From an optimization exercise on the open Yosys and OpenROAD flow, aimed at small area, a short achievable clock period and few clock cycles; shortcuts taken in it are not production practice. In this exercise RTL edits were held to simulation tests only and were not proved equivalent to the original. Power is estimated from default activity; no workload was simulated.

**design/flow/design.v**
```verilog
module huffman_codegen (
    input  wire       clk,
    input  wire       rst,           
    input  wire       start,
    input  wire [6:0] len,           
    output wire       ready,
    input  wire       in_valid,
    input  wire [7:0] in_data,
    output wire       in_ready,
    output wire       code_valid,
    output wire [7:0] code_sym,
    output wire [3:0] code_len,
    output wire [7:0] code_bits,     
    output wire       done,
    output wire       empty          
);
    localparam integer N = 64;
    reg st_idle, st_in, st_merge, st_td, st_emit;
    reg mfirst, tdfirst;    
    reg  [6:0] nrem;         
    reg  [7:0] X;            
    reg        xv;           
    reg  [6:0] k;            
    reg  [7:0]   S [0:N-1];
    reg  [N-1:0] V;          
    reg  [N-1:0] E;          
    reg  [N-1:0] C;
    reg  [N-1:0] M;          
    reg  [6:0] F;
    reg  [1:0] nput_r;       
    reg        pdone_r;
    reg        p1_r;         
    reg  [5:0] qi0, qi1, qi2, qi3;    
    reg  [5:0] qf0, qf1, qf2, qf3;    
    reg  [2:0] ql;           
    reg  [5:0] m;            
    reg        side;         
    reg  [5:0] fa;           
    reg        twa, twb;
    reg  [5:0] tia, tib;
    reg        tsa;
    reg  [5:0] tm_m;
    reg  [7:0] fb0 [0:15];
    reg  [7:0] fb1 [0:15];
    reg  [4:0] rp, wp;
    reg  [5:0] qn;           
    reg  [4:1] qt;           
    reg  [7:0] H0, H1;       
    reg  [5:0] j;
    reg        tdb;          
    reg        L0r, L1r;
    reg  [7:0] vjr;          
    reg  [6:0] ec;
    reg  [N-1:0] EF;
    reg  [5:0] et;           
    reg  [6:0] fidx;         
    reg        k_one;        
    reg        newsym_r;     
    reg  [6:0] ns;           
    reg        code_valid_r, done_r, empty_r;
    reg  [7:0] code_sym_r, code_bits_r;
    reg  [3:0] code_len_r;
    assign ready      = st_idle;
    assign in_ready   = st_in;
    assign code_valid = code_valid_r;
    assign code_sym   = code_sym_r;
    assign code_len   = code_len_r;
    assign code_bits  = code_bits_r;
    assign done       = done_r;
    assign empty      = empty_r;
    function lt8;            
        input [7:0] a, b;
        integer t;
        reg r;
        begin
            r = 1'b0;
            for (t = 0; t < 8; t = t + 1)
                r = (~a[t] & b[t]) | (~(a[t] ^ b[t]) & r);
            lt8 = r;
        end
    endfunction
    wire [7:0] W = st_td ? {vj[6:0], 1'b0} : (st_in ? X : {1'b0, tm_m, 1'b0});
    wire [N:0]   lt;         
    wire [N-1:0] eq, eqhi;
    wire [N-1:0] start_f, match, match2, match3, Cn1, Cn2, Cn3;
    wire [N-1:0] tm, tmn, pend, sb0, twa_i, twb_i;
    assign lt[0] = 1'b0;
    genvar gi;
    generate
        for (gi = 0; gi < N; gi = gi + 1) begin : g_slot
            assign lt[gi+1]  = !V[gi] || lt8(X, S[gi][7:0]);
            assign eqhi[gi]  = (X[7:1] == S[gi][7:1]);
            assign eq[gi]    = V[gi] && eqhi[gi] && (X[0] == S[gi][0]);
            assign sb0[gi]   = S[gi][0];
            if (gi == 0) begin : g_s0
                assign start_f[gi] = V[gi];
            end else begin : g_sn
                assign start_f[gi] = V[gi] && !E[gi-1];
            end
            if (gi < N-1) begin : g_c1
                assign Cn1[gi] = E[gi] && C[gi+1];
            end else begin : g_c1e
                assign Cn1[gi] = 1'b0;
            end
            if (gi < N-2) begin : g_c2
                assign Cn2[gi] = E[gi] && E[gi+1] && C[gi+2];
            end else begin : g_c2e
                assign Cn2[gi] = 1'b0;
            end
            if (gi < N-3) begin : g_c3
                assign Cn3[gi] = E[gi] && E[gi+1] && E[gi+2] && C[gi+3];
            end else begin : g_c3e
                assign Cn3[gi] = 1'b0;
            end
            assign match[gi]  = start_f[gi] && C[gi] && !Cn1[gi];
            assign match2[gi] = start_f[gi] && Cn1[gi] && !Cn2[gi];
            assign match3[gi] = start_f[gi] && Cn2[gi] && !Cn3[gi];
            if (gi == 0) begin : g_t0
                assign tmn[gi] = 1'b0;
            end else begin : g_tn
                assign tmn[gi] = st_td && start_f[gi-1] && E[gi-1] && !C[gi] && eqhi[gi] && !pend[gi];
            end
            assign twa_i[gi]  = twa && (tia == gi);
            assign twb_i[gi]  = twb && (tib == gi);
            assign pend[gi]   = tdfirst && (twa_i[gi] || twb_i[gi]);
            assign tm[gi]     = tmn[gi] || st_td && pend[gi];
        end
    endgenerate
    function [129:0] first2;     
        input [63:0] v;
        reg [63:0] pa, pt, na, nt;
        integer l, t, b;
        begin
            pa = v; pt = 64'd0;
            for (l = 0; l < 6; l = l + 1) begin
                na = pa; nt = pt;
                for (t = 0; t < 64; t = t + 1) begin
                    if ((t >> l) & 1) begin
                        b = ((t >> l) << l) - 1;
                        na[t] = pa[t] | pa[b];
                        nt[t] = pt[t] | pt[b] | (pa[t] & pa[b]);
                    end
                end
                pa = na; pt = nt;
            end
            first2[0]  = v[0];
            first2[64] = 1'b0;
            first2[128] = pa[63];
            first2[129] = pt[63];
            for (t = 1; t < 64; t = t + 1) begin
                first2[t]    = v[t] & !pa[t-1];
                first2[64+t] = v[t] & pa[t-1] & !pt[t-1];
            end
        end
    endfunction
    function [63:0] first1;
        input [63:0] v;
        reg [63:0] pa, na;
        integer l, t, b;
        begin
            pa = v;
            for (l = 0; l < 6; l = l + 1) begin
                na = pa;
                for (t = 0; t < 64; t = t + 1)
                    if ((t >> l) & 1) begin
                        b = ((t >> l) << l) - 1;
                        na[t] = pa[t] | pa[b];
                    end
                pa = na;
            end
            first1[0] = v[0];
            for (t = 1; t < 64; t = t + 1)
                first1[t] = v[t] & !pa[t-1];
        end
    endfunction
    function [5:0] enc64;
        input [63:0] v;
        reg [63:0] mk;
        integer t, bt;
        begin
            for (bt = 0; bt < 6; bt = bt + 1) begin
                for (t = 0; t < 64; t = t + 1)
                    mk[t] = (t >> bt) & 1;
                enc64[bt] = |(v & mk);
            end
        end
    endfunction
    wire [N-1:0] V_nx, E_nx;
    generate
        for (gi = 0; gi < N; gi = gi + 1) begin : g_nx
            if (gi == 0) begin : g_n0
                assign V_nx[gi] = xv ? 1'b1 : V[gi];
                assign E_nx[gi] = !xv ? E[gi] : (lt[gi+1] ? 1'b0 : (lt[gi+2] ? eq[gi] : E[gi]));
            end else if (gi < N-1) begin : g_nm
                assign V_nx[gi] = xv ? V[gi-1] : V[gi];
                assign E_nx[gi] = !xv ? E[gi] : (lt[gi] ? E[gi-1] : (lt[gi+1] ? 1'b0 : (lt[gi+2] ? eq[gi] : E[gi])));
            end else begin : g_nl
                assign V_nx[gi] = xv ? V[gi-1] : V[gi];
                assign E_nx[gi] = !xv ? E[gi] : (lt[gi] ? E[gi-1] : (lt[gi+1] ? 1'b0 : eq[gi]));
            end
        end
    endgenerate
    wire [N-1:0] single_nx = V_nx & ~E_nx & ~{E_nx[N-2:0], 1'b0};
    wire m2 = |match2;
    wire [129:0] pa = first2(M);
    wire [N-1:0] pf1 = pa[63:0];
    wire [N-1:0] pf2 = pa[127:64];
    wire         pc1 = |M;
    wire         pc2 = pa[129];
    wire         pc3 = |(M & ~pf1 & ~pf2);      
    wire [6:0]   F1  = F + 7'd1;
    wire [5:0]   pfq = F[5:0];
    wire [5:0]   pi1 = enc64({pf1[N-2:0], 1'b0});   
    wire [5:0]   pi2 = enc64({pf2[N-2:0], 1'b0});
    wire         pdone = pdone_r;            
    wire [6:0]   bound = pdone ? 7'd127 : F;
    wire       a0v = (ql != 3'd0);
    wire       a1v = (ql[2:1] != 2'd0);
    wire [6:0] f0 = {1'b0, qf0};
    wire [6:0] f1 = {1'b0, qf1};
    wire [6:0] h0 = {1'b0, H0[5:0]};
    wire [6:0] h1 = {1'b0, H1[5:0]};
    wire       qa = qt[1];
    wire       qb = qt[2];
    wire le00 = (f0 <= h0);
    wire le10 = (f1 <= h0);
    wire le01 = (f0 <= h1);
    wire bh0  = (h0 < bound);
    wire bh1  = (h1 < bound);
    wire p1l = st_merge && a0v && (!qa || le00);
    wire p1q = st_merge && !p1l && qa && (a0v ? !le00 : bh0);
    wire p2l_a = p1l && a1v && (!qa || le10);
    wire p2q_a = p1l && !p2l_a && qa && (a1v ? !le10 : bh0);
    wire p2l_b = p1q && a0v && (!qb || le01);
    wire p2q_b = p1q && !p2l_b && qb && (a0v ? !le01 : bh1);
    wire p2l = !side && (p2l_a || p2l_b);
    wire p2q = !side && (p2q_a || p2q_b);
    wire p1  = p1l || p1q;
    wire p2  = p2l || p2q;
    wire [1:0] nleaf = {1'b0, p1l} + {1'b0, p2l};
    wire [1:0] nq2   = {1'b0, p1q} + {1'b0, p2q};
    wire [6:0] s_ll = f0 + f1;
    wire [6:0] s_lq = f0 + h0;
    wire [6:0] s_qq = h0 + h1;
    wire [6:0] s_al = {1'b0, fa} + f0;
    wire [6:0] s_aq = {1'b0, fa} + h0;
    wire [6:0] msum = side ? (p1l ? s_al : s_aq)
                           : (p1l ? (p2l ? s_ll : s_lq) : (p2l ? s_lq : s_qq));
    wire done_merge = side ? p1 : p2;
    wire last_merge = (m == k - 7'd2);
    wire L0 = (|(tmn & ~sb0)) || tdfirst && twa && !tsa || ({j, 1'b0} < ns);    
    wire L1 = (|(tmn & sb0)) || tdfirst && (twa && tsa || twb);
    wire I0 = !L0r;                          
    wire I1 = !L1r;                          
    wire [7:0] cc1 = {vjr[6:0], 1'b1};       
    wire [7:0] cc0 = {vjr[6:0], 1'b0};       
    wire [7:0] vj = tdfirst ? 8'd1 : (qa ? H0 : (I1 ? cc1 : cc0));
    wire       td_end = (j == ns[6:1]);     
    reg  [1:0] f_push, f_pop;
    reg  [7:0] f_p0, f_p1;
    always @(*) begin
        f_push = 2'd0; f_pop = 2'd0;
        f_p0 = 8'd0; f_p1 = 8'd0;
        if (st_merge) begin
            f_pop  = nq2;
            f_push = {1'b0, done_merge && !last_merge};
            f_p0   = {2'b00, msum[5:0]};
        end else begin
            f_pop  = {1'b0, st_td && !tdfirst};
            f_push = tdb ? ({1'b0, I1} + {1'b0, I0}) : 2'd0;
            f_p0   = I1 ? cc1 : cc0;
            f_p1   = cc0;
        end
    end
    wire [4:0] ra = st_emit ? fidx[4:0] : rp + 5'd2;
    wire [4:0] rb = rp + 5'd3;
    wire [7:0] rd0 = fb0[ra[0] ? rb[4:1] : ra[4:1]];
    wire [7:0] rd1 = fb1[ra[0] ? ra[4:1] : rb[4:1]];
    wire [7:0] e2 = ra[0] ? rd1 : rd0;
    wire [7:0] e3 = ra[0] ? rd0 : rd1;
    wire [7:0] s0 = qa ? H0 : f_p0;
    wire [7:0] s1 = qb ? H1 : (qa ? f_p0 : f_p1);
    wire [7:0] s2 = qt[3] ? e2 : (qt[2] ? f_p0 : f_p1);
    wire [7:0] s3 = qt[4] ? e3 : (qt[3] ? f_p0 : f_p1);
    wire [7:0] qx;           
    assign qx[0] = 1'b1;
    assign qx[1] = 1'b1;
    generate
        for (gi = 2; gi < 8; gi = gi + 1) begin : g_qx
            assign qx[gi] = (qn >= gi - 1);
        end
    endgenerate
    reg  [4:1] qt_next;
    reg  [5:0] qn_next;
    integer z;
    always @(*) begin
        for (z = 1; z <= 4; z = z + 1)
            case ({f_push, f_pop})
                4'b0000, 4'b0101, 4'b1010: qt_next[z] = qx[z + 1];
                4'b0100, 4'b1001:          qt_next[z] = qx[z];
                4'b1000:                   qt_next[z] = qx[z - 1];
                4'b0001, 4'b0110:          qt_next[z] = qx[z + 2];
                default:                   qt_next[z] = qx[z + 3];
            endcase
        case ({f_push, f_pop})
            4'b0000, 4'b0101, 4'b1010: qn_next = qn;
            4'b0100, 4'b1001:          qn_next = qn + 6'd1;
            4'b1000:                   qn_next = qn + 6'd2;
            4'b0001, 4'b0110:          qn_next = qn - 6'd1;
            default:                   qn_next = qn - 6'd2;
        endcase
    end
    wire [4:0] rp_1 = rp + 5'd1;
    wire [4:0] rp_2 = rp + 5'd2;
    wire [4:0] wp1 = wp + 5'd1;
    wire [N-1:0] es = start_f & C;
    wire [N-1:0] efirst = EF;
    wire [N-1:0] ef_next = first1(st_emit ? (es & ~EF) : start_f);
    wire [N:0]   enext = {efirst, 1'b0};     
    reg [7:0] esy;
    reg [7:0] etag;
    reg [N-1:0] col;
    integer q, bq;
    always @(*) begin
        for (bq = 0; bq < 8; bq = bq + 1) begin
            for (q = 0; q < N; q = q + 1)
                col[q] = S[q][bq];
            esy[bq] = |(col & efirst);
        end
        for (bq = 0; bq < 8; bq = bq + 1) begin
            for (q = 0; q < N; q = q + 1)
                col[q] = S[q][bq];
            etag[bq] = |(col & enext[N-1:0]);
        end
    end
    wire esingle = |(efirst & ~E);
    wire [7:0] epar = fidx[6] ? 8'd1 : e2;      
    wire [8:0] ev = k_one ? 9'd2 : (esingle ? {epar, et[0]} : {1'b0, etag});
    reg [3:0] elen;
    reg [7:0] ebits;
    always @(*) begin
        ebits = ev[7:0];
        if (ev[8])      begin elen = 4'd8;                       end
        else if (ev[7]) begin elen = 4'd7; ebits[7] = 1'b0;      end
        else if (ev[6]) begin elen = 4'd6; ebits[6] = 1'b0;      end
        else if (ev[5]) begin elen = 4'd5; ebits[5] = 1'b0;      end
        else if (ev[4]) begin elen = 4'd4; ebits[4] = 1'b0;      end
        else if (ev[3]) begin elen = 4'd3; ebits[3] = 1'b0;      end
        else if (ev[2]) begin elen = 4'd2; ebits[2] = 1'b0;      end
        else            begin elen = 4'd1; ebits[1] = 1'b0;      end
    end
    wire [2:0] ql_c  = ql - {1'b0, nleaf};
    wire       prod  = st_merge && !pdone;
    wire       room2 = prod && (ql <= 3'd2);
    wire [1:0] nput  = room2 ? (pc2 ? 2'd2 : {1'b0, pc1}) : 2'd0;
    wire       mout  = !pc1 || room2 && !pc3;
    reg  [5:0] ci [0:3];
    reg  [5:0] cf [0:3];
    reg  [5:0] ni [0:3];
    reg  [5:0] nf [0:3];
    integer u;
    always @(*) begin
        case (nleaf)
            2'd0: begin ci[0]=qi0; ci[1]=qi1; ci[2]=qi2; ci[3]=qi3;
                        cf[0]=qf0; cf[1]=qf1; cf[2]=qf2; cf[3]=qf3; end
            2'd1: begin ci[0]=qi1; ci[1]=qi2; ci[2]=qi3; ci[3]=qi3;
                        cf[0]=qf1; cf[1]=qf2; cf[2]=qf3; cf[3]=qf3; end
            default: begin ci[0]=qi2; ci[1]=qi3; ci[2]=qi3; ci[3]=qi3;
                        cf[0]=qf2; cf[1]=qf3; cf[2]=qf3; cf[3]=qf3; end
        endcase
        for (u = 0; u < 4; u = u + 1) begin
            if (u < ql_c) begin
                ni[u] = ci[u]; nf[u] = cf[u];
            end else if (u == ql_c) begin
                ni[u] = pi1; nf[u] = pfq;
            end else begin
                ni[u] = pi2; nf[u] = pfq;
            end
        end
    end
    wire [N-1:0] putA = room2 ? pf1 : {N{1'b0}};
    wire [N-1:0] putB = room2 ? pf2 : {N{1'b0}};
    integer i;
    always @(posedge clk) begin
        for (i = 0; i < N; i = i + 1) begin
            if (xv && lt[i+1]) begin
                S[i] <= lt[i] ? ((i > 0) ? S[i-1] : W) : W;
            end else if (twa_i[i] || twb_i[i]) begin
                S[i][7:1] <= W[7:1];
                S[i][0]   <= twb_i[i] ? 1'b1 : tsa;
            end else if (tm[i]) begin
                S[i][7:1] <= W[7:1];
            end
            if (st_idle)
                V[i] <= 1'b0;
            else
                V[i] <= V_nx[i];
            E[i] <= E_nx[i];
            if (xv)
                C[i] <= (i == 0) ? 1'b1 : V[i-1];
            else if (prod) begin
                if (mout)
                    C[i] <= m2 ? Cn1[i] : Cn2[i];
                else if (putA[i] || putB[i])
                    C[i] <= 1'b0;
            end else if (tm[i] || st_td && start_f[i])
                C[i] <= 1'b1;
            else if (st_emit && efirst[i])
                C[i] <= 1'b0;
        end
        pdone_r <= !(|(start_f & C));
        if (st_td || tdb || st_emit)
            EF <= ef_next;
        else
            EF <= {{(N-1){1'b0}}, 1'b1};
        if (f_push != 2'd0) begin
            if (wp[0]) fb1[wp[4:1]] <= f_p0;
            else       fb0[wp[4:1]] <= f_p0;
        end
        if (f_push == 2'd2) begin
            if (wp1[0]) fb1[wp1[4:1]] <= f_p1;
            else        fb0[wp1[4:1]] <= f_p1;
        end
        wp <= (f_push == 2'd0) ? wp : ((f_push == 2'd1) ? wp1 : wp + 5'd2);
        rp <= (f_pop == 2'd0) ? rp : ((f_pop == 2'd1) ? rp_1 : rp_2);
        qt <= qt_next;
        qn <= qn_next;
        case (f_pop)
            2'd0: begin H0 <= s0; H1 <= s1; end
            2'd1: begin H0 <= s1; H1 <= s2; end
            default: begin H0 <= s2; H1 <= s3; end
        endcase
        if (st_merge) begin
            qi0 <= ni[0]; qi1 <= ni[1]; qi2 <= ni[2]; qi3 <= ni[3];
            qf0 <= nf[0]; qf1 <= nf[1]; qf2 <= nf[2]; qf3 <= nf[3];
            ql  <= ql_c + {1'b0, nput};
            nput_r <= nput;
            p1_r   <= (pfq == 6'd1);
            if (p1_r)
                ns <= ns + {5'd0, nput_r};
            if (prod && mout) begin
                M <= m2 ? match2 : match3;
                F <= m2 ? F1 : F + 7'd2;
            end else
                M <= M & ~putA & ~putB;
        end
        twa  <= (p1l || p2l_b && !side) && (qf0 != 6'd1);
        twb  <= p2l_a && !side && (qf1 != 6'd1);
        tia  <= qi0;
        tib  <= qi1;
        tsa  <= p1l ? side : 1'b1;
        tm_m <= m;
        xv <= st_in && in_valid;
        if (st_in)
            X <= in_data;
        newsym_r <= xv && !(|eq);
        k <= k + {6'd0, newsym_r};
        code_valid_r <= 1'b0;
        done_r       <= 1'b0;
        empty_r      <= 1'b0;
        if (st_idle) begin
            nrem <= len;
            k    <= 7'd0;
            if (start) begin
                if (len == 7'd0) begin
                    done_r  <= 1'b1;
                    empty_r <= 1'b1;
                end else begin
                    st_idle <= 1'b0;
                    st_in   <= 1'b1;
                end
            end
        end
        if (xv) begin
            nrem <= nrem - 7'd1;
            if (nrem == 7'd1) begin
                st_in <= 1'b0;
                M     <= single_nx;
                F    <= 7'd1;
                nput_r <= 2'd0;
                ns   <= 7'd0;
                et   <= 6'd0;
                ql   <= 3'd0;
                m    <= 6'd0;
                side <= 1'b0;
                qt   <= 4'd0;
                qn   <= 6'd0;
                rp   <= 5'd0;
                wp   <= 5'd0;
                ec   <= 7'd0;
                st_merge <= 1'b1;
                mfirst   <= 1'b1;
            end
        end
        if (st_merge) begin
            mfirst <= 1'b0;
            if (mfirst && k + {6'd0, newsym_r} == 7'd1) begin
                st_merge <= 1'b0;
                st_emit  <= 1'b1;
            end
            if (p1 && !done_merge) begin
                side <= 1'b1;
                fa   <= p1l ? qf0 : H0[5:0];
            end
            if (done_merge) begin
                side <= 1'b0;
                m    <= m + 6'd1;
                if (last_merge) begin
                    st_merge <= 1'b0;
                    st_td    <= 1'b1;
                    tdfirst  <= 1'b1;
                    j        <= m;
                    X        <= {1'b0, m, 1'b0};
                    tdb      <= 1'b0;
                    qt       <= 4'd0;
                    qn       <= 6'd0;
                    rp       <= 5'd0;
                    wp       <= 5'd0;
                end
            end
        end
        tdb <= st_td;
        if (st_td) begin
            tdfirst <= 1'b0;
            j   <= j - 6'd1;
            X   <= {1'b0, j - 6'd1, 1'b0};
            L0r <= L0;
            L1r <= L1;
            vjr <= vj;
            if (td_end || j == 6'd0)
                st_td <= 1'b0;
        end
        if (tdb && !st_td)
            st_emit <= 1'b1;         
        fidx  <= (st_emit) ? fidx : k - 7'd3;
        k_one <= (k + {6'd0, newsym_r} == 7'd1);
        if (st_emit) begin
            if (esingle)
                et <= et + 6'd1;
            if (esingle && et[0])
                fidx <= fidx - 7'd1;
            ec           <= ec + 7'd1;
            code_valid_r <= 1'b1;
            code_sym_r   <= esy;
            code_len_r   <= elen;
            code_bits_r  <= ebits;
            if (ec + 7'd1 == k) begin
                done_r  <= 1'b1;
                st_emit <= 1'b0;
                st_idle <= 1'b1;
            end
        end
        if (rst) begin
            st_idle      <= 1'b1;
            st_in        <= 1'b0;
            st_merge     <= 1'b0;
            st_td        <= 1'b0;
            tdb          <= 1'b0;
            st_emit      <= 1'b0;
            code_valid_r <= 1'b0;
            done_r       <= 1'b0;
            empty_r      <= 1'b0;
            xv           <= 1'b0;
            twa          <= 1'b0;
            twb          <= 1'b0;
        end
    end
endmodule
```
**design/flow/standard.sh**
```bash
#!/bin/bash
# synth_recipe.tcl (not shown) runs the flow's synth.tcl, then flattens the netlist and writes it again
# the make line also repeats each setting of config.mk as NAME=value (left out here)
make -C /OpenROAD-flow-scripts/flow DESIGN_CONFIG=/design/flow/config.mk WORK_HOME=/design/flow/orfs CLKGATE_MAP_FILE= SYNTH_SCRIPT=/design/flow/synth_recipe.tcl "${@:-finish}"
```
**design/flow/flow/run.sh**
```bash
#!/bin/bash
set -euo pipefail
bash standard.sh SETUP_SLACK_MARGIN=8 finish > standard_flow.log 2>&1
```
**design/flow/constraint.sdc**
```tcl
create_clock -name core_clock -period 10.0 [get_ports {clk}]
set_input_delay 2.0000 -clock core_clock [delete_from_list [all_inputs] [get_ports {clk}]]
set_output_delay 2.0000 -clock core_clock [all_outputs]
set_load 0.01 [all_outputs]
```
**design/flow/config.mk**
```make
export PLATFORM = sky130hd
export DESIGN_NAME = huffman_codegen
export DESIGN_NICKNAME = huffman_codegen
export VERILOG_FILES = /design/flow/design.v
export SDC_FILE = /design/flow/constraint.sdc
export NUM_CORES = 8
export LEC_CHECK = 0
export CAP_MARGIN = 30
export CORE_MARGIN = 2
export CORE_UTILIZATION = 40
export CTS_BUF_LIST = sky130_fd_sc_hd__clkbuf_8
export PLACE_DENSITY = 0.6
export SLEW_MARGIN = 30
export TNS_END_PERCENT = 0
```
==> flow_summary.yaml, run 1 <==
run_status:
  status: "complete, but fails checks"
  so.violations: "antenna rules"
synthesis:
  syn_nets: 10800
  ys.warnings.count: 6
  synthMostInstantiatedCell: "edfxtp_1"
  yosysSeqAreaShare: 0.381
  syn_avg_cell_area_um2: 9.24
  ys.flop_type: "edfxtp_1"
  synthCells: 10100
  synth_area_leader_cell: "edfxtp_1"
  ys_top_cells_by_count: "942 x edfxtp_1, 883 x nand2_1, 748 x nor2_1, 711 x a21oi_1, 608 x ha_1"
  async_flop_share: 0
  syn_area_um2: 93500
  yosys-top-cells-area: "edfxtp_1 30%, ha_1 8.1%, dfxtp_1 7.9%, mux2_2 5.1%, a21oi_1 3.8%"
  synth_edf_count: 942
  synth_top_area_share: 0.302
  synth-seq-cells: 1311
  synth.distinct_cells: 94
timing:
  final_max_slew_viol_count: 0
  finClkSkew_ps: 169
  min_period_ps: 5190
  hold-worst-slack_ps: 364
  setup_tns_ps: 0
  fmax_mhz: 193
  worst_pin_slew_ps: 1290
  fin_ws_ps: 4810
  setup_viol: 0
  hold_viol: 0
  post-route-period-util: 0.519
  rsz0062_at_grt: "true"
  max_slew_margin: 0.139
clocking:
  ctsHoldBuffers: 0
  path_clk_slew_ps: 70
  numClockSinks: 1311
  cts_buffers: 241
  insertion_delay_ps: 1160
  htree_levels: 4
  root_buffer: "clkbuf_8"
  clock_path_buffers: 3
  tritoncts: "yes"
placed_design:
  place.gp.congestion: 1.18
  post-dp-hpwl_um: 514000
  placed_area_um2: 98900
  post-place-ws_ps: 3090
  port_buffers: 43
power:
  p_seq_frac: 0.414
  p_int_w: 0.0105
  pwr_density_cell_nw_per_um2: 154
  netSwitchingPower_w: 0.00607
  pwr-share-clk: 0.353
  netSwitchingFraction: 0.367
  p_leak_nw: 41.1
  comb_power_share: 0.233
  peakVddDrop_uv: 230
setup_path:
  path_class: "flip-flop to flip-flop"
  crit_fanout: 32
  cp_slowest_stage_delay_ps: 890
  crit_path_cell_trace: "or3b_2 > o22ai_1 > nand2_1 > nand3_1 > o22ai_1 > nor4_2 > buf_4 > nand4_1"
  critPathMostFrequentCell: "o22ai_1"
  crit_arrival_ps: 5910
  start_kind: "flip-flop"
  cp-end-kind: "flip-flop"
  slowest_stage: "or3b_2"
  required_ps: 10720
die:
  die_w_um: 488
  start_util: 0.402
  die-area_um2: 238000
  row_count: 177
  ios: 44
  die_h_um: 488
  fp.coreArea_um2: 233000
route:
  wirelength_um: 672000
  drc: 0
  drtIter0Drc: 20300
  vias_per_cell: 7.61
  drt_pass1_iterations: 15
  wire_per_inst_um: 49.0
  vias: 104000
  antenna_left: 1
finish:
  nets: 10900
  areaGrowthSynthToFinish_pct: 14.5
  final_area_um2: 107000
  layout-drive-gt1-share: 0.169
global_routing:
  first_global_vias: 92700
  grt_usage: 0.545
  grt_remaining_overflow: 0
  antenna_found_initial: 180
  grt_pass1_wl_um: 868000
  grt_max_degree: 152
worst_hold_path:
  hold_class: "flip-flop to flip-flop"
run:
  maxCapViolations: 0
power by group through the flow:
stage	Combinational, W	Sequential (W)	Clock, W
after floorplan	0.00233	0.00639	0
after global placement	0.00341	0.00687	0
after detailed placement	0.00351	0.00687	0
after CTS	0.00360	0.00677	0.00578
after global routing	0.00398	0.00682	0.00600
final	0.00385	0.00685	0.00584
worst max-delay path, delay by kind of cell, from the launching register on:
kind / cells / cell delay (ps)
flops: 1 / 650
buf+inv: 1 / 250
simple gates: 5 / 2550
compound gates: 2 / 1250
cell usage in the layout (no fill, tap or decap), types with 246 or more instances in the layout:
cell | synthesis | layout
edfxtp_1 | 942 | 942
buf_4 | 6 | 494
o21ai_0 | 446 | 426
dfxtp_1 | 369 | 313
inv_1 | 298 | 358
nor2_1 | 748 | 701
clkbuf_8 | 0 | 261
a21oi_1 | 711 | 700
mux2_2 | 423 | 423
nand3_1 | 319 | 308
nand2_1 | 883 | 873
ha_1 | 608 | 604
a221oi_1 | 249 | 246
flip-flops by register name (all words and copies together) (netlist names), 7 cells and up:
signal / count
M: 64
fb0: 128
V: 64
code_bits_r: 8
EF: 64
code_sym_r: 8
vjr: 7
ns: 7
S: 512
nrem: 7
fidx: 7
C: 64
E: 64
k: 7
X: 8
fb1: 128
H1: 7
H0: 7
F: 7
ec: 7
kinds of logic (layout without fill, tap and decap cells):
kind of cell / Yosys count / in the layout / synth area share
xor+xnor: 109 / 109 / 0.0102
flops: 1311 / 1311 / 0.381
buf+inv: 967 / 1342 / 0.0393
other cells: 0 / 155 / 0
mux: 718 / 718 / 0.0889
simple gates: 3465 / 3469 / 0.185
compound gates: 2927 / 2927 / 0.210
fa+ha+maj: 632 / 632 / 0.0846
path summary, 6_finish.rpt:
kind                            slack [ps]              from             end  depth (start not counted)
worst max register to register        4810    twb$_SDFF_PP0_   L0r$_DFFE_PP_                          8
worst min-delay path                   360  qi0[4]$_DFFE_PP_  tia[4]$_DFF_P_                          0
worst max-delay path                  4810    twb$_SDFF_PP0_   L0r$_DFFE_PP_                          8
worst min register to register         360  qi0[4]$_DFFE_PP_  tia[4]$_DFF_P_                          0
through the flow:
step | std cells | util | power, W
6_report | 13700 | 0.461 | 0.0165
5_1_grt | 13600 | 0.459 | 0.0168
4_1_cts | 13500 | 0.456 | 0.0161
3_5_place_dp | 13000 | 0.425 | 0.0104
3_3_place_gp | 13000 | 0.425 | 0.0103
2_1_floorplan | 10100 | - | 0.00872
area by class of cell:
class,instances,area [um2]
Sequential cell,1311,35800
Antenna cell,155,388
Fill cell,22300,125000
Tap cell,3043,3810
Clock buffer,261,3590
Inverter,302,1150
Timing Repair Buffer,581,4920
Clock inverter,198,1670
Multi-Input combinational cell,7855,55800
routing by layer:
layer,track usage,vias up,share of wire
met5,0.0808,-,0.0040
met4,0.389,130,0.089
met3,0.354,2898,0.17
met2,0.703,10200,0.37
met1,0.633,51600,0.36
li1,-,39400,-
what timing repair did:
| item | CTS | global route |
|---|---|---|
| gates resized for setup | 248 | 57 |
| pin swaps | 36 | 37 |
| setup endpoints to repair | 2134 | 2132 |
| gates cloned | 9 | 1 |
| setup buffers | 74 | 50 |
Testbench counts, summed over its fixed seeds: cycles 22,445.
==> run 2, diff against run 1 <==
==> design/flow/run.sh (new file) <==
#!/bin/bash
# synth_recipe.tcl (not shown) runs the flow's synth.tcl, then flattens the netlist and writes it again
# the make line also repeats each setting of config.mk as NAME=value (left out here)
make -C /OpenROAD-flow-scripts/flow DESIGN_CONFIG=/design/flow/config.mk WORK_HOME=/design/flow/orfs CLKGATE_MAP_FILE= SYNTH_SCRIPT=/design/flow/synth_recipe.tcl finish
--- a/design/flow/config.mk
+++ b/design/flow/config.mk
@@ -12,2 +12,3 @@
 export PLACE_DENSITY = 0.6
+export SETUP_SLACK_MARGIN = 5
 export SLEW_MARGIN = 30
removed: design/flow/flow/run.sh
removed: design/flow/standard.sh
==> flow_summary.yaml, run 2 <==
timing:
  hold_viol: 0
  finClkSkew_ps: 106
  max_slew_margin: 0.153
  hold-worst-slack_ps: 399
  fmax_mhz: 175
  final_max_slew_viol_count: 0
  rsz0062_at_grt: "true"
  setup_viol: 0
  post-route-period-util: 0.570
  setup_tns_ps: 0
  worst_pin_slew_ps: 1250
  min_period_ps: 5700
clocking:
  htree_levels: 5
  root_buffer: "clkbuf_8"
  insertion_delay_ps: 1140
  tritoncts: "yes"
  ctsHoldBuffers: 0
  path_clk_slew_ps: 70
  cts_buffers: 277
  clock_path_buffers: 4
  numClockSinks: 1311
setup_path:
  required_ps: 10790
  start_kind: "flip-flop"
  crit_fanout: 8
  slowest_stage: "dfxtp_1"
  cp_top_family: "simple AND/OR/NAND/NOR gates"
  cp-end-kind: "flip-flop"
  cp_slowest_stage_delay_ps: 770
  path_class: "flip-flop to flip-flop"
  crit_arrival_ps: 6490
  critPathBufInv: 0
  crit_path_cell_trace: "nor2b_1 > nand2_1 > o22ai_1 > nand2_1 > nand3_1 > o22ai_1 > a221oi_1 > nand4_1 > or4_1"
synthesis:
  syn_nets: 10800
  synth-seq-cells: 1311
  async_flop_share: 0
  syn_area_um2: 93500
  ys.flop_type: "edfxtp_1"
  yosysSeqAreaShare: 0.381
  ys_top_cells_by_count: "942 x edfxtp_1, 883 x nand2_1, 748 x nor2_1, 711 x a21oi_1, 608 x ha_1"
  yosys-top-cells-area: "edfxtp_1 30%, ha_1 8.1%, dfxtp_1 7.9%, mux2_2 5.1%, a21oi_1 3.8%"
  synthMostInstantiatedCell: "edfxtp_1"
  ys.warnings.count: 6
  synth_edf_count: 942
  syn_avg_cell_area_um2: 9.24
  synthCells: 10100
  synth_area_leader_cell: "edfxtp_1"
  synth.distinct_cells: 94
  synth_top_area_share: 0.302
route:
  drt_pass1_iterations: 17
  vias: 103000
  drc: 0
  antenna_left: 0
  wirelength_um: 660000
  vias_per_cell: 7.60
  wire_per_inst_um: 48.6
  drtIter0Drc: 18700
worst_hold_path:
  hold_class: "flip-flop to flip-flop"
die:
  ios: 44
  die_h_um: 488
  die-area_um2: 238000
  start_util: 0.402
  die_w_um: 488
  row_count: 177
  fp.coreArea_um2: 233000
power:
  p_leak_nw: 40.5
  pwr_density_cell_nw_per_um2: 157
  peakVddDrop_uv: 171
  power_w: 0.0166
finish:
  nets: 10900
  fill_cells: 22300
  areaGrowthSynthToFinish_pct: 12.9
  layout-drive-gt1-share: 0.154
  layout_commonest_cell: "edfxtp_1"
  largest_register_ffs: 512
  final_cell_mix: "942 x edfxtp_1, 879 x nand2_1, 714 x nor2_1"
  top_register: "S"
  fin_util: 0.454
run_status:
  status: "no timing/DRC/antenna violations"
placed_design:
  port_buffers: 43
  place.gp.congestion: 1.17
  post-dp-hpwl_um: 507000
global_routing:
  grt_max_degree: 133
  grt_remaining_overflow: 0
  antenna_found_initial: 150
  first_global_vias: 93200
  grt_pass1_wl_um: 858000
  grt_usage: 0.536
run:
  maxCapViolations: 0
## run 2: worst reg2reg max path, cell delays in order, from the launching register on
cell	delay (ps)
dfxtp_1	770
nor2b_1	410
nand2_1	770
o22ai_1	670
nand2_1	180
nand3_1	700
o22ai_1	240
a221oi_1	710
nand4_1	270
or4_1	660
## run 2: path summary, 6_finish.rpt
kind                                  endpoint        startpoint  slack, ps  depth (start not counted)
worst max-delay path             L1r$_DFFE_PP_    tib[3]$_DFF_P_       4300                          9
worst max register to register   L1r$_DFFE_PP_    tib[3]$_DFF_P_       4300                          9
worst min register to register  tia[0]$_DFF_P_  qi0[0]$_DFFE_PP_        400                          0
worst min-delay path            tia[0]$_DFF_P_  qi0[0]$_DFFE_PP_        400                          0
## run 2: kinds of logic (layout without fill, tap and decap cells)
logic type	count (synthesis)	in the layout	synth area share
xor gates and xnor gates	109	109	0.0102
buffers and inverters	967	1243	0.0393
adders and majority gates	632	632	0.0846
AOI/OAI and AO/OA	2927	2927	0.210
muxes	718	718	0.0889
other	0	137	0
DFF	1311	1311	0.381
and+or+nand+nor	3465	3467	0.185
## run 2: final cells by class
cell class | instances | area, um2 | share of cell area
Timing Repair Buffer | 480 | 3980 | 0.0377
Clock inverter | 156 | 1020 | 0.00965
Sequential cell | 1311 | 35700 | 0.338
Multi-Input combinational cell | 7853 | 55400 | 0.524
Antenna cell | 137 | 343 | 0.00324
Inverter | 302 | 1140 | 0.0108
Tap cell | 3043 | 3810 | 0.0360
Clock buffer | 305 | 4200 | 0.0397
## run 2: timing repair
item                       in CTS  in global routing
setup endpoints to repair     642                635
cloned                          3                  0
pin swaps                      16                 10
buffers inserted               33                 14
gates resized for setup       128                 82
## run 2: per-stage QoR
step | instance area (um2) | worst slack [ps] | cells
final | 106000 | 4300 | 13600
after global routing | 105000 | 4750 | 13500
after CTS | 105000 | 4780 | 13400
after detailed placement | 98600 | 2760 | 12900
after global placement | 98500 | 2930 | 12900
after floorplan | 93600 | 5080 | 10100
## run 2: power by group
part | internal, W | leakage [nW] | switching (W) | total [W]
combinational | 0.00133 | 26.1 | 0.00243 | 0.00376
sequential | 0.00616 | 11.5 | 0.000737 | 0.00689
clock | 0.00312 | 2.94 | 0.00279 | 0.00591
total | 0.0106 | 40.5 | 0.00596 | 0.0166
## run 2: metal layers
metal | share of wire | track usage | vias to the layer above | routed length, um
met5 | 0.0064 | 0.114 | - | 4240
met4 | 0.089 | 0.378 | 120 | 58900
met3 | 0.17 | 0.334 | 2803 | 110000
met2 | 0.37 | 0.696 | 10100 | 247000
met1 | 0.36 | 0.626 | 51000 | 240000
li1 | - | - | 39300 | -
==> run 3, diff against run 2 <==
--- a/design/flow/design.v
+++ b/design/flow/design.v
@@ -29,5 +29,5 @@
     reg  [6:0] F;
-    reg  [1:0] nput_r;       
     reg        pdone_r;
-    reg        p1_r;         
+    reg  [5:0] n2;           
+    reg        v1, v2;       
     reg  [5:0] qi0, qi1, qi2, qi3;    
@@ -59,2 +59,3 @@
     reg  [6:0] ns;           
+    reg        hs_r;         
     reg        code_valid_r, done_r, empty_r;
@@ -84,3 +85,3 @@
     wire [N-1:0] eq, eqhi;
-    wire [N-1:0] start_f, match, match2, match3, Cn1, Cn2, Cn3;
+    wire [N-1:0] start_f, match2, match3, Cn1, Cn2, Cn3;
     wire [N-1:0] tm, tmn, pend, sb0, twa_i, twb_i;
@@ -114,3 +115,2 @@
             end
-            assign match[gi]  = start_f[gi] && C[gi] && !Cn1[gi];
             assign match2[gi] = start_f[gi] && Cn1[gi] && !Cn2[gi];
@@ -202,3 +202,4 @@
     endgenerate
-    wire [N-1:0] single_nx = V_nx & ~E_nx & ~{E_nx[N-2:0], 1'b0};
+    wire [N-1:0] double_nx = V_nx & E_nx & ~{E_nx[N-2:0], 1'b0} & ~{1'b0, E_nx[N-1:1]};
+    wire [N-1:0] single = start_f & ~E;
     wire m2 = |match2;
@@ -220,11 +221,12 @@
     wire [6:0] f1 = {1'b0, qf1};
-    wire [6:0] h0 = {1'b0, H0[5:0]};
-    wire [6:0] h1 = {1'b0, H1[5:0]};
-    wire       qa = qt[1];
-    wire       qb = qt[2];
-    wire le00 = (f0 <= h0);
-    wire le10 = (f1 <= h0);
-    wire le01 = (f0 <= h1);
-    wire bh0  = (h0 < bound);
-    wire bh1  = (h1 < bound);
+    wire [6:0] r0 = {1'b0, H0[5:0]};
+    wire [6:0] r1 = {1'b0, H1[5:0]};
+    wire [6:0] h0 = v1 ? 7'd2 : r0;
+    wire       qa = v1 || qt[1];
+    wire       qb = v2 || v1 && qt[1] || qt[2];
+    wire le00 = v1 ? (f0 <= 7'd2) : (f0 <= r0);
+    wire le10 = v1 ? (f1 <= 7'd2) : (f1 <= r0);
+    wire le01 = v2 ? (f0 <= 7'd2) : (v1 ? (f0 <= r0) : (f0 <= r1));
+    wire bh0  = v1 ? (7'd2 < bound) : (r0 < bound);
+    wire bh1  = v2 ? (7'd2 < bound) : (v1 ? (r0 < bound) : (r1 < bound));
     wire p1l = st_merge && a0v && (!qa || le00);
@@ -241,7 +243,9 @@
     wire [1:0] nq2   = {1'b0, p1q} + {1'b0, p2q};
+    wire [1:0] vpop  = v2 ? nq2 : {1'b0, v1 && (nq2 != 2'd0)};
+    wire [1:0] rpop  = v2 ? 2'd0 : (v1 ? {1'b0, p1q && p2q} : nq2);
     wire [6:0] s_ll = f0 + f1;
-    wire [6:0] s_lq = f0 + h0;
-    wire [6:0] s_qq = h0 + h1;
+    wire [6:0] s_lq = v1 ? f0 + 7'd2 : f0 + r0;
+    wire [6:0] s_qq = v2 ? 7'd4 : (v1 ? r0 + 7'd2 : r0 + r1);
     wire [6:0] s_al = {1'b0, fa} + f0;
-    wire [6:0] s_aq = {1'b0, fa} + h0;
+    wire [6:0] s_aq = v1 ? {1'b0, fa} + 7'd2 : {1'b0, fa} + r0;
     wire [6:0] msum = side ? (p1l ? s_al : s_aq)
@@ -250,2 +254,6 @@
     wire last_merge = (m == k - 7'd2);
+    wire [6:0] kf  = k + {6'd0, newsym_r};             
+    wire [6:0] nsf = ns + {6'd0, newsym_r} - {6'd0, hs_r};
+    wire [5:0] n2_next = (mfirst && kf == 7'd2 && nsf == 7'd2) ? 6'd0 :
+                         (mfirst ? nsf[6:1] : n2 - {4'd0, vpop});
     wire L0 = (|(tmn & ~sb0)) || tdfirst && twa && !tsa || ({j, 1'b0} < ns);    
@@ -256,3 +264,3 @@
     wire [7:0] cc0 = {vjr[6:0], 1'b0};       
-    wire [7:0] vj = tdfirst ? 8'd1 : (qa ? H0 : (I1 ? cc1 : cc0));
+    wire [7:0] vj = tdfirst ? 8'd1 : (qt[1] ? H0 : (I1 ? cc1 : cc0));
     wire       td_end = (j == ns[6:1]);     
@@ -264,3 +272,3 @@
         if (st_merge) begin
-            f_pop  = nq2;
+            f_pop  = rpop;
             f_push = {1'b0, done_merge && !last_merge};
@@ -280,4 +288,4 @@
     wire [7:0] e3 = ra[0] ? rd0 : rd1;
-    wire [7:0] s0 = qa ? H0 : f_p0;
-    wire [7:0] s1 = qb ? H1 : (qa ? f_p0 : f_p1);
+    wire [7:0] s0 = qt[1] ? H0 : f_p0;
+    wire [7:0] s1 = qt[2] ? H1 : (qt[1] ? f_p0 : f_p1);
     wire [7:0] s2 = qt[3] ? e2 : (qt[2] ? f_p0 : f_p1);
@@ -336,3 +344,5 @@
     wire esingle = |(efirst & ~E);
-    wire [7:0] epar = fidx[6] ? 8'd1 : e2;      
+    wire       fw0 = tdb && (f_push != 2'd0) && (fidx[4:0] == wp);
+    wire       fw1 = tdb && (f_push == 2'd2) && (fidx[4:0] == wp1);
+    wire [7:0] epar = fidx[6] ? 8'd1 : (fw0 ? f_p0 : (fw1 ? f_p1 : e2));    
     wire [8:0] ev = k_one ? 9'd2 : (esingle ? {epar, et[0]} : {1'b0, etag});
@@ -399,3 +409,3 @@
             if (xv)
-                C[i] <= (i == 0) ? 1'b1 : V[i-1];
+                C[i] <= V_nx[i] && E_nx[i];
             else if (prod) begin
@@ -436,6 +446,2 @@
             ql  <= ql_c + {1'b0, nput};
-            nput_r <= nput;
-            p1_r   <= (pfq == 6'd1);
-            if (p1_r)
-                ns <= ns + {5'd0, nput_r};
             if (prod && mout) begin
@@ -456,2 +462,4 @@
         newsym_r <= xv && !(|eq);
+        hs_r     <= xv && (|(eq & single));
+        ns       <= ns + {6'd0, newsym_r} - {6'd0, hs_r};
         k <= k + {6'd0, newsym_r};
@@ -463,2 +471,3 @@
             k    <= 7'd0;
+            ns   <= 7'd0;
             if (start) begin
@@ -477,6 +486,7 @@
                 st_in <= 1'b0;
-                M     <= single_nx;
-                F    <= 7'd1;
-                nput_r <= 2'd0;
-                ns   <= 7'd0;
+                M     <= double_nx;
+                F    <= 7'd2;
+                n2   <= 6'd0;
+                v1   <= 1'b0;
+                v2   <= 1'b0;
                 et   <= 6'd0;
@@ -496,3 +506,8 @@
             mfirst <= 1'b0;
-            if (mfirst && k + {6'd0, newsym_r} == 7'd1) begin
+            if (mfirst) begin
+                m    <= nsf[6:1];
+                side <= nsf[0];
+                fa   <= 6'd1;
+            end
+            if (mfirst && kf == 7'd1) begin
                 st_merge <= 1'b0;
@@ -500,5 +515,18 @@
             end
+            if (mfirst && kf == 7'd2 && nsf == 7'd2) begin
+                st_merge <= 1'b0;
+                st_td    <= 1'b1;
+                tdfirst  <= 1'b1;
+                j        <= 6'd0;
+                X        <= 8'd0;
+                tdb      <= 1'b0;
+            end
+            n2 <= n2_next;
+            v1 <= mfirst ? (nsf[6:1] != 6'd0) && !(kf == 7'd2 && nsf == 7'd2)
+                         : (vpop == 2'd0 ? v1 : (vpop == 2'd1 ? v2 : (n2 >= 6'd3)));
+            v2 <= mfirst ? (nsf[6:2] != 5'd0)
+                         : (vpop == 2'd0 ? v2 : (vpop == 2'd1 ? (n2 >= 6'd3) : (n2 >= 6'd4)));
             if (p1 && !done_merge) begin
                 side <= 1'b1;
-                fa   <= p1l ? qf0 : H0[5:0];
+                fa   <= p1l ? qf0 : h0[5:0];
             end
@@ -529,7 +557,7 @@
             vjr <= vj;
-            if (td_end || j == 6'd0)
-                st_td <= 1'b0;
+            if (td_end || j == 6'd0) begin
+                st_td   <= 1'b0;
+                st_emit <= 1'b1;
+            end
         end
-        if (tdb && !st_td)
-            st_emit <= 1'b1;         
         fidx  <= (st_emit) ? fidx : k - 7'd3;
==> design/flow/flow/run.sh (new file) <==
#!/bin/bash
set -euo pipefail
bash standard.sh SETUP_SLACK_MARGIN=8 MAX_REPAIR_ANTENNAS_ITER_GRT=15 MAX_REPAIR_ANTENNAS_ITER_DRT=15 finish > standard_flow.log 2>&1
==> design/flow/standard.sh (new file) <==
#!/bin/bash
# synth_recipe.tcl (not shown) runs the flow's synth.tcl, then flattens the netlist and writes it again
# the make line also repeats each setting of config.mk as NAME=value (left out here)
make -C /OpenROAD-flow-scripts/flow DESIGN_CONFIG=/design/flow/config.mk WORK_HOME=/design/flow/orfs CLKGATE_MAP_FILE= SYNTH_SCRIPT=/design/flow/synth_recipe.tcl "${@:-finish}"
--- a/design/flow/config.mk
+++ b/design/flow/config.mk
@@ -10,5 +10,5 @@
 export CORE_UTILIZATION = 40
-export CTS_BUF_LIST = sky130_fd_sc_hd__clkbuf_8
+export CTS_CLUSTER_DIAMETER = 120
+export CTS_CLUSTER_SIZE = 16
 export PLACE_DENSITY = 0.6
-export SETUP_SLACK_MARGIN = 5
 export SLEW_MARGIN = 30
removed: design/flow/run.sh
==> flow_summary.yaml, run 3 <==
worst_hold_path:
  whs_path_depth: 0
  hold_class: "flip-flop to flip-flop"
global_routing:
  first_global_vias: 97200
  grt_remaining_overflow: 0
  grtUsageMet1: 0.643
  antenna_found_initial: 162
  gr-usage-met2: 0.719
  grt_max_degree: 135
  grt_usage: 0.554
  top_usage_layer: "met2"
  grt_pass1_wl_um: 915000
  met3_usage: 0.349
finish:
  nets: 11400
  layout-drive-gt1-share: 0.166
  top_register: "S"
  layout_commonest_cell: "edfxtp_1"
  fill_cells: 22900
  areaGrowthSynthToFinish_pct: 13.2
  largest_register_ffs: 512
  final_cell_mix: "950 x edfxtp_1, 846 x nand2_1, 845 x a21oi_1"
die:
  die_h_um: 495
  fp.coreArea_um2: 240000
  die-area_um2: 245000
  start_util: 0.402
  die_w_um: 495
  row_count: 180
  ios: 44
synthesis:
  ys_top_cells_by_count: "950 x edfxtp_1, 864 x nand2_1, 859 x a21oi_1, 812 x nor2_1, 619 x ha_1"
  synth.distinct_cells: 102
  synthCells: 10600
  ys.warnings.count: 6
  ys.flop_type: "edfxtp_1"
  syn_area_um2: 96500
  syn_avg_cell_area_um2: 9.08
  synthMostInstantiatedCell: "edfxtp_1"
  syn_nets: 11300
  synth_area_leader_cell: "edfxtp_1"
  yosys-top-cells-area: "edfxtp_1 30%, ha_1 8.0%, dfxtp_1 7.6%, mux2_2 5.4%, a21oi_1 4.5%"
  synth-seq-cells: 1317
  synth_top_area_share: 0.295
  yosysSeqAreaShare: 0.372
  async_flop_share: 0
  synth_edf_count: 950
placed_design:
  place.gp.congestion: 1.21
  post-dp-hpwl_um: 541000
  port_buffers: 43
  post-place-ws_ps: 3160
clocking:
  root_buffer: "clkbuf_16"
  htree_levels: 3
  ctsHoldBuffers: 0
  numClockSinks: 1317
  path_clk_slew_ps: 80
  cts_buffers: 96
  insertion_delay_ps: 920
  clock_path_buffers: 3
  tritoncts: "yes"
setup_path:
  start_kind: "flip-flop"
  worst-path-stages: 9
  slowest_stage: "nand3_1"
  cp-end-kind: "flip-flop"
  cp-startpoint: "st_td$_SDFF_PP0_"
  setup.worst_path.end: "L1r$_DFFE_PP_"
  worstReg2RegStart: "st_td$_SDFF_PP0_"
  crit_path_cell_trace: "buf_4 > inv_4 > buf_4 > nor4_1 > nand3_1 > o22ai_1 > a221oi_1 > nand4_1 > or4_1"
  r2r_end: "L1r$_DFFE_PP_"
  r2r_setup_slack_ps: 4780
  ff2ff_path_depth: 9
  cp_slowest_stage_delay_ps: 890
  cp_top_family: "simple AND/OR/NAND/NOR gates"
  crit_fanout: 44
  critPathBufInv: 3
  crit_arrival_ps: 5780
  path_class: "flip-flop to flip-flop"
  critPathMostFrequentCell: "buf_4"
  required_ps: 10570
route:
  drt_pass1_iterations: 12
  drc: 0
  wire_per_inst_um: 49.9
  vias_per_cell: 7.79
  antenna_left: 0
  wirelength_um: 708000
  drtIter0Drc: 21700
  vias: 110000
timing:
  min_period_ps: 5220
  worst_pin_slew_ps: 1330
  hold_viol: 0
  final_max_slew_viol_count: 0
  fin_ws_ps: 4780
  post-route-period-util: 0.522
  setup_tns_ps: 0
  fmax_mhz: 192
  rsz0062_at_grt: "true"
  finClkSkew_ps: 145
  setup_viol: 0
  max_slew_margin: 0.110
run:
  maxCapViolations: 0
power:
  p_leak_nw: 40.4
  power_w: 0.0145
  peakVddDrop_uv: 167
  pwr_density_cell_nw_per_um2: 133
run_status:
  status: "no timing/DRC/antenna violations"
## run 3: changes by cell type in the layout (fill, tap and decap cells not counted), moves of 40 or more
cell       before  now
diode_2       137  196
nor2b_1       149  234
a21oi_1       698  845
clkbuf_1        0   45
buf_4         408  566
a22oi_1       189  141
nor2_1        714  754
inv_1         362  295
mux2_2        423  466
clkbuf_8      305    2
clkbuf_16       0   98
nand3_1       312  373
a21o_1        175   98
## run 3: kinds of logic after synthesis
group,after synthesis,synth area share
XOR/XNOR,118,0.0107
adder cells (fa/ha/maj),649,0.0843
flip-flops,1317,0.372
AND/OR/NAND/NOR,3770,0.197
multiplexers,769,0.0881
AO/OA/AOI/OAI,3024,0.209
buffers and inverters,980,0.0392
## run 3: power by group
| part | switching [W] | total (W) | internal (W) |
|---|---|---|---|
| logic | 0.00244 | 0.00361 | 0.00117 |
| clock network | 0.00241 | 0.00428 | 0.00187 |
| registers | 0.000554 | 0.00660 | 0.00605 |
## run 3: through the flow
step,hold WS [ps],utilization,cell area [um2],cells
floorplan,323,-,97000,10600
global placement,328,0.426,102000,13600
detailed placement,330,0.427,103000,13600
CTS,347,0.449,108000,13900
global route,356,0.453,109000,14000
finish,346,0.455,109000,14200
## run 3: area by class of cell
class,count,area (um2),share of cell area
Tap cell,3185,3990,0.0364
Antenna cell,196,490,0.00449
Timing Repair Buffer,667,5640,0.0516
Clock buffer,143,2610,0.0239
Inverter,311,1180,0.0108
Clock inverter,19,292,0.00267
Multi-Input combinational cell,8335,59100,0.541
Sequential cell,1317,36000,0.329
## run 3: worst reg2reg max path: cells and delay by family (launching register included)
family	cells	cell delay, ps
and+or+nand+nor	4	2210
DFF	1	590
buffers and inverters	3	1610
AOI/OAI and AO/OA	2	560
## run 3: how the worst min path moves through the flow
stage / start / end
after global routing: qi0[3]$_DFFE_PP_ / tia[3]$_DFF_P_
after floorplan: qi0[0]$_DFFE_PP_ / tia[0]$_DFF_P_
after detailed placement: qi0[3]$_DFFE_PP_ / tia[3]$_DFF_P_
after CTS: qi0[3]$_DFFE_PP_ / tia[3]$_DFF_P_
final: qi0[3]$_DFFE_PP_ / tia[3]$_DFF_P_
after global placement: qi0[3]$_DFFE_PP_ / tia[3]$_DFF_P_
## run 3: metal layers
layer	vias to the layer above	wire (um)
met5	-	4320
met4	109	69400
met3	3477	120000
met2	11400	261000
met1	54200	253000
li1	41200	-
## run 3: repair_timing
item                                    CTS  global route
gates cloned                             12             2
setup endpoints to repair              2156          2165
setup buffers                           118            34
endpoints found under the hold margin     0             0
pin swaps                                52            35
gates resized for setup                 303           109
Testbench counts of run 3, summed over its fixed seeds: cycles 21,272.
==> run 4, diff against run 3 <==
==> design/flow/run.sh (new file) <==
#!/bin/bash
# synth_recipe.tcl (not shown) runs the flow's synth.tcl, then flattens the netlist and writes it again
# the make line also repeats each setting of config.mk as NAME=value (left out here)
make -C /OpenROAD-flow-scripts/flow DESIGN_CONFIG=/design/flow/config.mk WORK_HOME=/design/flow/orfs CLKGATE_MAP_FILE= SYNTH_SCRIPT=/design/flow/synth_recipe.tcl finish
--- a/design/flow/config.mk
+++ b/design/flow/config.mk
@@ -13,2 +13,3 @@
 export PLACE_DENSITY = 0.6
+export SETUP_SLACK_MARGIN = 5
 export SLEW_MARGIN = 30
removed: design/flow/flow/run.sh
removed: design/flow/standard.sh
==> flow_summary.yaml, run 4 <==
setup_path:
  start_kind: "flip-flop"
  path_class: "flip-flop to flip-flop"
  slowest_stage: "a21oi_1"
  crit_arrival_ps: 6120
  crit_fanout: 17
  crit_path_cell_trace: "inv_1 > a22o_1 > a221oi_1 > nand3_1 > or4_1 > buf_4 > a21oi_1 > o41a_1 > o31ai_2 > and2_1 > nand2_1 > a31oi_1"
  critPathBufInv: 2
  cp-end-kind: "flip-flop"
  cp_top_family: "compound AO/OA/AOI/OAI gates"
  required_ps: 10540
  cp_slowest_stage_delay_ps: 960
global_routing:
  antenna_found_initial: 163
  grt_pass1_wl_um: 913000
  grt_max_degree: 118
  grt_remaining_overflow: 0
  first_global_vias: 95800
  grt_usage: 0.555
synthesis:
  synthCells: 10600
  syn_area_um2: 96500
  synth_top_area_share: 0.295
  async_flop_share: 0
  syn_avg_cell_area_um2: 9.08
  ys.warnings.count: 6
  synth_area_leader_cell: "edfxtp_1"
  syn_nets: 11300
  synth-seq-cells: 1317
  synthMostInstantiatedCell: "edfxtp_1"
  ys_top_cells_by_count: "950 x edfxtp_1, 864 x nand2_1, 859 x a21oi_1, 812 x nor2_1, 619 x ha_1"
  synth_edf_count: 950
  ys.flop_type: "edfxtp_1"
  synth.distinct_cells: 102
  yosysSeqAreaShare: 0.372
  yosys-top-cells-area: "edfxtp_1 30%, ha_1 8.0%, dfxtp_1 7.6%, mux2_2 5.4%, a21oi_1 4.5%"
route:
  antenna_left: 0
  vias: 110000
  vias_per_cell: 7.82
  drc: 0
  wirelength_um: 712000
  drtIter0Drc: 21800
  drt_pass1_iterations: 13
  wire_per_inst_um: 50.6
die:
  start_util: 0.402
  fp.coreArea_um2: 240000
  die-area_um2: 245000
  ios: 44
  die_w_um: 495
  die_h_um: 495
  row_count: 180
finish:
  top_register: "S"
  fill_cells: 23200
  layout_commonest_cell: "edfxtp_1"
  areaGrowthSynthToFinish_pct: 11.1
  largest_register_ffs: 512
  nets: 11300
  layout-drive-gt1-share: 0.143
  final_cell_mix: "950 x edfxtp_1, 852 x nand2_1, 849 x a21oi_1"
timing:
  hold_viol: 0
  setup_viol: 0
  min_period_ps: 5570
  post-route-period-util: 0.557
  hold-worst-slack_ps: 346
  finClkSkew_ps: 65.4
  fmax_mhz: 179
  setup_tns_ps: 0
  worst_pin_slew_ps: 1320
  final_max_slew_viol_count: 0
  rsz0062_at_grt: "true"
  max_slew_margin: 0.120
power:
  netSwitchingPower_w: 0.00530
  comb_power_share: 0.248
  p_int_w: 0.00901
  p_leak_nw: 39.7
  p_seq_frac: 0.460
  pwr_density_cell_nw_per_um2: 133
  pwr-share-clk: 0.292
  peakVddDrop_uv: 172
  netSwitchingFraction: 0.371
clocking:
  cts_buffers: 95
  ctsHoldBuffers: 0
  root_buffer: "clkbuf_16"
  clock_path_buffers: 3
  htree_levels: 3
  path_clk_slew_ps: 90
  numClockSinks: 1317
  insertion_delay_ps: 860
  tritoncts: "yes"
run_status:
  status: "no timing/DRC/antenna violations"
worst_hold_path:
  hold_class: "flip-flop to flip-flop"
placed_design:
  post-dp-hpwl_um: 548000
  place.gp.congestion: 1.26
  port_buffers: 43
run:
  maxCapViolations: 0
[run 4: cell counts after synthesis]
Identical to the previous run, type by type.
[run 4: logic make-up after synthesis]
family | synth area share
AOI/OAI and AO/OA | 0.209
adders and majority gates | 0.0843
muxes | 0.0881
and+or+nand+nor | 0.197
buffers and inverters | 0.0392
DFF | 0.372
xor gates and xnor gates | 0.0107
[run 4: metal layers]
metal | wire length, um | global-route usage | vias up
met1 | 254000 | 0.650 | 54000
met2 | 262000 | 0.712 | 11600
met5 | 3050 | 0.0777 | -
met4 | 67500 | 0.405 | 104
met3 | 125000 | 0.352 | 3294
li1 | - | - | 41000
[run 4: cell type report]
type | instances | area (um2) | area share
multi-input cells | 8330 | 58100 | 0.541
flip-flops and latches | 1317 | 35900 | 0.335
repair buffers | 586 | 4810 | 0.0448
well taps | 3185 | 3990 | 0.0372
clock buffers | 147 | 2600 | 0.0243
inverters | 311 | 1170 | 0.0109
diodes | 173 | 433 | 0.00404
clock inverters | 13 | 240 | 0.00224
[run 4: timing repair]
item	CTS	global route
buffers inserted	27	34
setup endpoints to repair	626	478
pin swaps	13	16
resized for setup	118	78
hold endpoints to repair	0	0
cloned	1	4
[run 4: path summary, 6_finish.rpt]
kind | from | end | slack, ps | cells past startpoint
worst max register to register | E[20]$_DFF_P_ | code_len_r[1]$_SDFFCE_PP0P_ | 4430 | 12
worst min register to register | qi0[5]$_DFFE_PP_ | tia[5]$_DFF_P_ | 350 | 0
worst min-delay path | qi0[5]$_DFFE_PP_ | tia[5]$_DFF_P_ | 350 | 0
worst max-delay path | E[20]$_DFF_P_ | code_len_r[1]$_SDFFCE_PP0P_ | 4430 | 12
[run 4: power by group through the flow]
| stage | Clock [W] | Sequential (W) | Combinational, W |
|---|---|---|---|
| final | 0.00418 | 0.00658 | 0.00356 |
| after detailed placement | 0 | 0.00664 | 0.00324 |
| after global placement | 0 | 0.00663 | 0.00316 |
| after global routing | 0.00427 | 0.00655 | 0.00364 |
| after floorplan | 0 | 0.00629 | 0.00200 |
| after CTS | 0.00409 | 0.00652 | 0.00329 |
[run 4: through the flow]
step	instance area [um2]	total power, W	util	setup slack, ps	cells
global placement	102000	0.00979	0.425	3110	13700
floorplan	96600	0.00829	-	4900	10600
detailed placement	102000	0.00988	0.426	3030	13700
finish	107000	0.0143	0.446	4430	14100
global route	107000	0.0145	0.445	4790	13900
CTS	106000	0.0139	0.441	4810	13800
==> run 5, diff against run 4 <==
--- a/design/flow/design.v
+++ b/design/flow/design.v
@@ -50,3 +50,4 @@
     reg        tdb;          
-    reg        L0r, L1r;
+    reg  [7:0] l0g, l1g;     
+    reg        l0x, l1x;
     reg  [7:0] vjr;          
@@ -57,5 +58,6 @@
     reg        k_one;        
-    reg        newsym_r;     
+    reg        xv_r;         
+    reg  [7:0] eqg;          
     reg  [6:0] ns;           
-    reg        hs_r;         
+    reg  [7:0] hsg;          
     reg        code_valid_r, done_r, empty_r;
@@ -254,2 +256,4 @@
     wire last_merge = (m == k - 7'd2);
+    wire       newsym_r = xv_r && !(|eqg);     
+    wire       hs_r     = |hsg;                
     wire [6:0] kf  = k + {6'd0, newsym_r};             
@@ -258,4 +262,4 @@
                          (mfirst ? nsf[6:1] : n2 - {4'd0, vpop});
-    wire L0 = (|(tmn & ~sb0)) || tdfirst && twa && !tsa || ({j, 1'b0} < ns);    
-    wire L1 = (|(tmn & sb0)) || tdfirst && (twa && tsa || twb);
+    wire L0r = (|l0g) || l0x;
+    wire L1r = (|l1g) || l1x;
     wire I0 = !L0r;                          
@@ -461,4 +465,7 @@
             X <= in_data;
-        newsym_r <= xv && !(|eq);
-        hs_r     <= xv && (|(eq & single));
+        xv_r <= xv;
+        for (i = 0; i < 8; i = i + 1) begin
+            eqg[i] <= xv && (|eq[i*8 +: 8]);
+            hsg[i] <= xv && (|(eq[i*8 +: 8] & single[i*8 +: 8]));
+        end
         ns       <= ns + {6'd0, newsym_r} - {6'd0, hs_r};
@@ -554,4 +561,8 @@
             X   <= {1'b0, j - 6'd1, 1'b0};
-            L0r <= L0;
-            L1r <= L1;
+            for (i = 0; i < 8; i = i + 1) begin
+                l0g[i] <= |(tmn[i*8 +: 8] & ~sb0[i*8 +: 8]);
+                l1g[i] <= |(tmn[i*8 +: 8] & sb0[i*8 +: 8]);
+            end
+            l0x <= tdfirst && twa && !tsa || ({j, 1'b0} < ns);
+            l1x <= tdfirst && (twa && tsa || twb);
             vjr <= vj;
==> design/flow/flow/run.sh (new file) <==
#!/bin/bash
set -euo pipefail
bash standard.sh SETUP_SLACK_MARGIN=8 MAX_REPAIR_ANTENNAS_ITER_GRT=15 MAX_REPAIR_ANTENNAS_ITER_DRT=15 finish > standard_flow.log 2>&1
==> design/flow/standard.sh (new file) <==
#!/bin/bash
# synth_recipe.tcl (not shown) runs the flow's synth.tcl, then flattens the netlist and writes it again
# the make line also repeats each setting of config.mk as NAME=value (left out here)
make -C /OpenROAD-flow-scripts/flow DESIGN_CONFIG=/design/flow/config.mk WORK_HOME=/design/flow/orfs CLKGATE_MAP_FILE= SYNTH_SCRIPT=/design/flow/synth_recipe.tcl "${@:-finish}"
--- a/design/flow/config.mk
+++ b/design/flow/config.mk
@@ -13,3 +13,2 @@
 export PLACE_DENSITY = 0.6
-export SETUP_SLACK_MARGIN = 5
 export SLEW_MARGIN = 30
removed: design/flow/run.sh
==> flow_summary.yaml, run 5 <==
die:
  die_w_um: 497
  row_count: 180
  fp.coreArea_um2: 241000
  ios: 44
global_routing:
  antenna_found_initial: 138
  first_global_vias: 93800
  grt_max_degree: 128
  grt_pass1_wl_um: 868000
power:
  p_leak_nw: 41.2
run_status:
  status: "no timing/DRC/antenna violations"
route:
  wirelength_um: 670000
  drc: 0
  vias_per_cell: 7.58
  drtIter0Drc: 19900
  wire_per_inst_um: 48.3
  antenna_left: 0
  drt_pass1_iterations: 12
setup_path:
  required_ps: 10650
  ff2ff_path_depth: 12
  critPathMostFrequentCell: "nand2_1"
  crit_arrival_ps: 5760
  start_kind: "flip-flop"
  crit_path_cell_trace: "nor2_1 > nand3_1 > o2111ai_1 > or4_1 > nor4_2 > nand4_1 > buf_12 > nand2_1 > o22ai_1 > nand2_1 > a2bb2oi_1 > o21ai_0"
  worstReg2RegStart: "E[58]$_DFF_P_"
  cp_slowest_stage_delay_ps: 930
  cp-end-kind: "flip-flop"
  slowest_stage: "dfxtp_1"
timing:
  setup_tns_ps: 0
  worst_pin_slew_ps: 1260
  hold-worst-slack_ps: 356
  fmax_mhz: 196
  max_slew_margin: 0.163
  post-route-period-util: 0.511
  hold_viol: 0
  min_period_ps: 5110
clocking:
  numClockSinks: 1348
  tritoncts: "yes"
  ctsHoldBuffers: 0
  cts_buffers: 97
  htree_levels: 3
  insertion_delay_ps: 880
  clock_path_buffers: 3
synthesis:
  synth.distinct_cells: 100
  synth.area.mux_share: 0.0906
  ys.flop_type: "edfxtp_1"
  synth_edf_count: 966
  synthMostInstantiatedCell: "edfxtp_1"
  synthAdderAreaFrac: 0.0846
  syn_nets: 11200
  syn_avg_cell_area_um2: 9.24
  syn_area_um2: 97100
  synth-simple-area-share: 0.188
  synth_area_leader_cell: "edfxtp_1"
  synth-xor-area-share: 0.0116
  async_flop_share: 0
  synth_compound_area_frac: 0.211
  synth_top_area_share: 0.299
  synthCells: 10500
placed_design:
  port_buffers: 43
  post-dp-hpwl_um: 515000
  dp.cells: 13500
finish:
  nets: 11200
  final_cells: 13900
  final_area_um2: 109000
  layout_commonest_cell: "edfxtp_1"
  areaGrowthSynthToFinish_pct: 12.4
  final_cell_mix: "966 x edfxtp_1, 846 x nand2_1, 782 x a21oi_1"
  layout-drive-gt1-share: 0.154
run:
  maxCapViolations: 0
worst_hold_path:
  hold_class: "flip-flop to flip-flop"
  hold_start: "qi0[4]$_DFFE_PP_"
-- run 5: cell count changes in the layout (fill, tap and decap cells not counted), sizes merged, moves of 31 or more --
cell	change
a21o	+69
a21oi	-60
a22o	+39
a31oi	-31
diode	-86
mux2	-41
mux4	+31
nand2b	-44
nand3	-63
nand4	-43
-- run 5: layout make-up --
type	count	area, um2
diodes	87	218
clock buffers	149	2620
clock inverters	19	338
fillers	23100	132000
inverters	288	1120
multi-input cells	8212	58700
flip-flops and latches	1348	36800
well taps	3185	3990
repair buffers	590	5320
repair inverters	1	5.00
-- run 5: final timing paths --
path         slack (ps)             end
max                4890   M[20]$_DFF_P_
min                 360  tia[4]$_DFF_P_
max reg2reg        4890   M[20]$_DFF_P_
min reg2reg         360  tia[4]$_DFF_P_
-- run 5: kinds of logic after synthesis --
logic type      count (synthesis)
simple gates                 3624
compound gates               3031
flops                        1348
buf+inv                       947
mux                           764
fa+ha+maj                     656
xor+xnor                      129
-- run 5: timing repair --
item                                    4_1_cts  5_1_grt
pin swaps                                    53       14
setup buffers                               124       17
gates cloned                                 23        1
gates resized for setup                     434       33
endpoints found under the setup margin     2201     2199
-- run 5: stage by stage --
step | worst slack (ps) | util | power, W
2_1_floorplan | 5420 | - | 0.00854
3_3_place_gp | 2940 | 0.424 | 0.0101
3_5_place_dp | 3080 | 0.425 | 0.0102
4_1_cts | 5340 | 0.451 | 0.0144
5_1_grt | 5070 | 0.452 | 0.0149
6_report | 4890 | 0.453 | 0.0148
-- run 5: per-layer routing --
metal,global-route usage,vias to the layer above,share of wire
li1,-,40500,-
met1,0.644,52200,0.37
met2,0.688,9846,0.37
met3,0.313,2527,0.17
met4,0.296,100,0.074
met5,0.0529,-,0.0031
-- run 5: power breakdown --
part           total [W]  switching, W  internal [W]
Sequential       0.00689      0.000687       0.00620
Clock            0.00431       0.00241       0.00190
Combinational    0.00357       0.00240       0.00117
Total             0.0148       0.00550       0.00926
-- run 5: critical path: cells and delay by family (launching register included) --
kind	cells	cell delay, ps
buffers and inverters	1	320
AOI/OAI and AO/OA	4	560
and+or+nand+nor	7	2930
DFF	1	930
Testbench counts of run 5, summed over its fixed seeds: cycles 21,272.

Check on run 5: ideal ports give 4.887 ns setup slack; a clkbuf_16 on the clock port and buf_2 on the inputs give 4.887 ns; moving port delays by the midpoint clock arrival (0.950 ns) as well gives 4.887 ns.
